Context: an optimization exercise on an open-source flow, tuned for small area and a short achievable clock period. The choices shown serve that exercise and are no tape-out recipe.
Only simulation tests tie the RTL to the original design; equivalence was not proved.

== run 1 ==
Design fm_demod, start of the top module:
module fm_demod (
    input  wire        clk,
    input  wire        rst,         
    input  wire        in_valid,
    input  wire [7:0]  in_i,
    input  wire [7:0]  in_q,
    output wire        out_valid,
    output wire [15:0] out_ph
);
    wire signed [8:0] a_in = $signed({1'b0, in_i}) - 9'sd127;
    wire signed [8:0] b_in = $signed({1'b0, in_q}) - 9'sd127;
    reg  signed [8:0] cur_a, cur_b, prv_a, prv_b;
    wire [4:0] an = {cur_a[8], cur_a[7], cur_a[5], cur_a[3], cur_a[1]};
    wire [4:0] ao = {cur_a[8] ^ cur_a[7], cur_a[6] ^ cur_a[5], cur_a[4] ^ cur_a[3], cur_a[2] ^ cur_a[1], cur_a[0] ^ 1'b0};
    wire [3:0] at = {(cur_a[7] & ~cur_a[6] & ~cur_a[5]) | (~cur_a[7] & cur_a[6] & cur_a[5]), (cur_a[5] & ~cur_a[4] & ~cur_a[3]) | (~cur_a[5] & cur_a[4] & cur_a[3]), (cur_a[3] & ~cur_a[2] & ~cur_a[1]) | (~cur_a[3] & cur_a[2] & cur_a[1]), (cur_a[1] & ~cur_a[0] & ~1'b0) | (~cur_a[1] & cur_a[0] & 1'b0)};
    wire [4:0] bn = {cur_b[8], cur_b[7], cur_b[5], cur_b[3], cur_b[1]};
    wire [4:0] bo = {cur_b[8] ^ cur_b[7], cur_b[6] ^ cur_b[5], cur_b[4] ^ cur_b[3], cur_b[2] ^ cur_b[1], cur_b[0] ^ 1'b0};
    wire [3:0] bt = {(cur_b[7] & ~cur_b[6] & ~cur_b[5]) | (~cur_b[7] & cur_b[6] & cur_b[5]), (cur_b[5] & ~cur_b[4] & ~cur_b[3]) | (~cur_b[5] & cur_b[4] & cur_b[3]), (cur_b[3] & ~cur_b[2] & ~cur_b[1]) | (~cur_b[3] & cur_b[2] & cur_b[1]), (cur_b[1] & ~cur_b[0] & ~1'b0) | (~cur_b[1] & cur_b[0] & 1'b0)};
    reg [4:0] prv_an, prv_ao, prv_bn, prv_bo;
    reg [3:0] prv_at, prv_bt;
    reg               v0;
    always @(posedge clk) begin
        if (rst) begin
            cur_a <= 9'sd0;
            cur_b <= 9'sd0;
            v0    <= 1'b0;
        end else begin
            v0 <= in_valid;
            if (in_valid) begin
                cur_a <= a_in;
                cur_b <= b_in;
                prv_an <= an; prv_ao <= ao; prv_at <= at;
                prv_bn <= bn; prv_bo <= bo; prv_bt <= bt;
            end
        end
    end
    wire pr_t1 = (((prv_ao[0] & cur_a[6]) | (prv_at[0] & cur_a[5])) ^ prv_an[0]) ^ (((prv_ao[1] & cur_a[4]) | (prv_at[1] & cur_a[3])) ^ prv_an[1]);
    wire pr_t2 = (((prv_ao[0] & cur_a[6]) | (prv_at[0] & cur_a[5])) ^ prv_an[0]) & (((prv_ao[1] & cur_a[4]) | (prv_at[1] & cur_a[3])) ^ prv_an[1]);
  ...
make LEC_CHECK=0 ABC_AREA=1 CAP_MARGIN=20 CORE_MARGIN=2 CORE_UTILIZATION=45 SETUP_SLACK_MARGIN=4.0 SLEW_MARGIN=20 finish   # period 7.0 ns
run.sh (not shown) runs the stock make flow with config.mk's settings and CLKGATE_MAP_FILE= SYNTH_SCRIPT=/design/flow/synth_recipe.tcl, a recipe that flattens the netlist after the stock synthesis.
Run 1 | status: complete | timing, DRC, antenna: pass
Edits applied to the flow inputs when going from run 1 to run 2:
# run 1
export LEC_CHECK = 0
export ABC_AREA = 1
export CAP_MARGIN = 20
export CORE_MARGIN = 2
export CORE_UTILIZATION = 45
export SETUP_SLACK_MARGIN = 4.0
export SLEW_MARGIN = 20
create_clock -name core_clock -period 7.0 [get_ports {clk}]
# run 2
export LEC_CHECK = 0
export ABC_AREA = 0
export CAP_MARGIN = 20
export CORE_MARGIN = 2
export CORE_UTILIZATION = 45
export SETUP_SLACK_MARGIN = 4.0
export SLEW_MARGIN = 20
create_clock -name core_clock -period 7.0 [get_ports {clk}]
--- outcome ---
Overall fraction of global-route tracks in use (higher): run 1. Reg-to-reg setup timing slack for run 2 is lower than for run 1. Taking run 1 as the reference, in run 2 worst slew margin relative to its limit -19 points; count of non-CTS inverters in the layout down about 60%; routed length on met1 decreased 8.2%; area overhead of the layout relative to synthesis moved up. Run 1 completed end to end with timing, DRC and antenna clean. Run 2 went all the way through the flow, and no timing, DRC or antenna check failed. Run 2 and run 1 ended up with nearly the same sequential cell area. In the flow results for run 2 and run 1, the worst setup margin is smaller on run 2. Across both runs, final standard cell count with taps included and fillers excluded was lower for run 2 than for run 1.
[inputs] run 3 vs run 2
# run 2
export LEC_CHECK = 0
export ABC_AREA = 0
export CAP_MARGIN = 20
export CORE_MARGIN = 2
export CORE_UTILIZATION = 45
export SETUP_SLACK_MARGIN = 4.0
export SLEW_MARGIN = 20
create_clock -name core_clock -period 7.0 [get_ports {clk}]
# run 3
export LEC_CHECK = 0
export ABC_AREA = 1
export CAP_MARGIN = 20
export CORE_MARGIN = 2
export CORE_UTILIZATION = 45
export SETUP_SLACK_MARGIN = 4.3
export SLEW_MARGIN = 20
create_clock -name core_clock -period 7.0 [get_ports {clk}]
==> flow/flow/run.sh (new file) <==
#!/bin/bash
# The standard layout (the standard.sh, unchanged synthesis), except that the
# port buffers are sky130_fd_sc_hd__buf_2 cells instead of the delay buffer
# buffer_ports picks by default.  Each tool's output goes to its own log here.
set -euo pipefail
bash standard.sh synth > synth.log 2>&1
bash standard.sh "BUFFER_PORTS_ARGS=-buffer_cell sky130_fd_sc_hd__buf_2" finish > layout.log 2>&1
cp -r orfs/logs layout_logs 2>/dev/null || true
==> flow/standard.sh (new file) <==
#!/bin/bash
# synth_recipe.tcl (not shown) runs the flow's synth.tcl, then flattens the netlist and writes it again
# the make line also repeats each setting of config.mk as NAME=value (left out here)
make -C /OpenROAD-flow-scripts/flow DESIGN_CONFIG=/design/flow/config.mk WORK_HOME=/design/flow/orfs CLKGATE_MAP_FILE= SYNTH_SCRIPT=/design/flow/synth_recipe.tcl "${@:-finish}"
removed: flow/run.sh
Relative to run 2, global-route usage increased by 1.4 points in run 3.
Final clock period utilization by the worst path, run 2 and run 3: higher on run 2
Changes observed in run 3 relative to run 2: post-place instance area higher; per-instance average area after synthesis lower.
Overall via count from detail_route in run 3 vs run 2: up 2733
[compare] base=run 2 new=run 3: final cell count rose by 12%, minimum setup slack in the final design increased by 0.69 ns relative to the old numbers.
On number of optimization iterations in the first detailed-route pass: between run 2 and run 3, it ends up lower for run 2.
Compared with run 2, run 3 improves minimum clock period after layout.
#### Input delta (run 4 over run 3)
# run 3
export LEC_CHECK = 0
export ABC_AREA = 1
export CAP_MARGIN = 20
export CORE_MARGIN = 2
export CORE_UTILIZATION = 45
export SETUP_SLACK_MARGIN = 4.3
export SLEW_MARGIN = 20
create_clock -name core_clock -period 7.0 [get_ports {clk}]
# run 4
export LEC_CHECK = 0
export ABC_AREA = 1
export CAP_MARGIN = 20
export CORE_MARGIN = 2
export CORE_UTILIZATION = 45
export SETUP_SLACK_MARGIN = 4.1
export SLEW_MARGIN = 20
create_clock -name core_clock -period 7.0 [get_ports {clk}]
==> flow/run.sh (new file) <==
#!/bin/bash
# synth_recipe.tcl (not shown) runs the flow's synth.tcl, then flattens the netlist and writes it again
# the make line also repeats each setting of config.mk as NAME=value (left out here)
make -C /OpenROAD-flow-scripts/flow DESIGN_CONFIG=/design/flow/config.mk WORK_HOME=/design/flow/orfs CLKGATE_MAP_FILE= SYNTH_SCRIPT=/design/flow/synth_recipe.tcl finish
removed: flow/flow/run.sh
removed: flow/standard.sh
==> comparison <==
Run 4 vs run 3: cell area down slightly
The lower signed area change from the synthesized netlist to the final layout came out of run 4.
On area after synthesis, run 3 and run 4 are neck and neck.
Against run 3, run 4 comes in 0.22 points lower on global-route usage over all layers.
For run 5, these inputs were changed with respect to run 4:
# run 4
export LEC_CHECK = 0
export ABC_AREA = 1
export CAP_MARGIN = 20
export CORE_MARGIN = 2
export CORE_UTILIZATION = 45
export SETUP_SLACK_MARGIN = 4.1
export SLEW_MARGIN = 20
create_clock -name core_clock -period 7.0 [get_ports {clk}]
# run 5
export LEC_CHECK = 0
export ABC_AREA = 1
export CAP_MARGIN = 20
export CORE_MARGIN = 2
export CORE_UTILIZATION = 60
export SETUP_SLACK_MARGIN = 4.0
export SLEW_MARGIN = 20
create_clock -name core_clock -period 7.0 [get_ports {clk}]
[summary]
Cmp run 5 vs run 4: number of standard cells in the layout, taps in and fillers out lower in run 5. Re total global routing overflow: no difference whatsoever between run 4 and run 5. Run 5: routed length per placed instance higher than run 4. Compared with run 4, run 5 shows a higher worst hold slack. The run showing the smaller met2 wire length is run 5.

-- static timing again, ports no longer ideal --
The flow's constraints put no driver on any port. The routed layouts listed below were extracted and timed again, unchanged, in two steps.
Step 1 sets driving cells, clkbuf_16 on the clock port and buf_2 on the other inputs (assumed; they add their load-dependent delay and slew).
Step 2, shift: input delay + t, output delay - t, t = (earliest + latest rising clock arrival at the registers) / 2. This alone moves slack from input paths to output paths.
Three values: ideal ports, drivers, drivers and shift; two values: the first two.
| run | shift t [ns] | setup slack, ns | worst hold slack (ns) | worst setup path after step 2 | latest minus earliest clock arrival (ns) |
|---|---|---|---|---|---|
| run 1 | 0.731 | 4.047 / 4.019 / 3.700 | 0.287 / 0.287 / 0.287 | input to register | 0.050 / 0.050 |
| run 2 | 0.726 | 3.384 / 3.384 / 3.384 | 0.317 / 0.317 / 0.317 | register to register | 0.043 / 0.043 |
| run 3 | 0.717 | 4.070 / 4.070 / 4.070 | 0.318 / 0.318 / 0.318 | register to register | 0.056 / 0.056 |
| run 4 | 0.730 | 4.044 / 4.044 / 3.648 | 0.304 / 0.304 / 0.304 | input to register | 0.039 / 0.039 |
| run 5 | 0.698 | 3.956 / 3.956 / 3.671 | 0.323 / 0.323 / 0.323 | input to register | 0.024 / 0.025 |
After both steps every run listed still meets setup and hold. For run 4, which loses most, drivers alone change the setup slack by 0.000 ns; drivers and shift together by -0.396 ns.
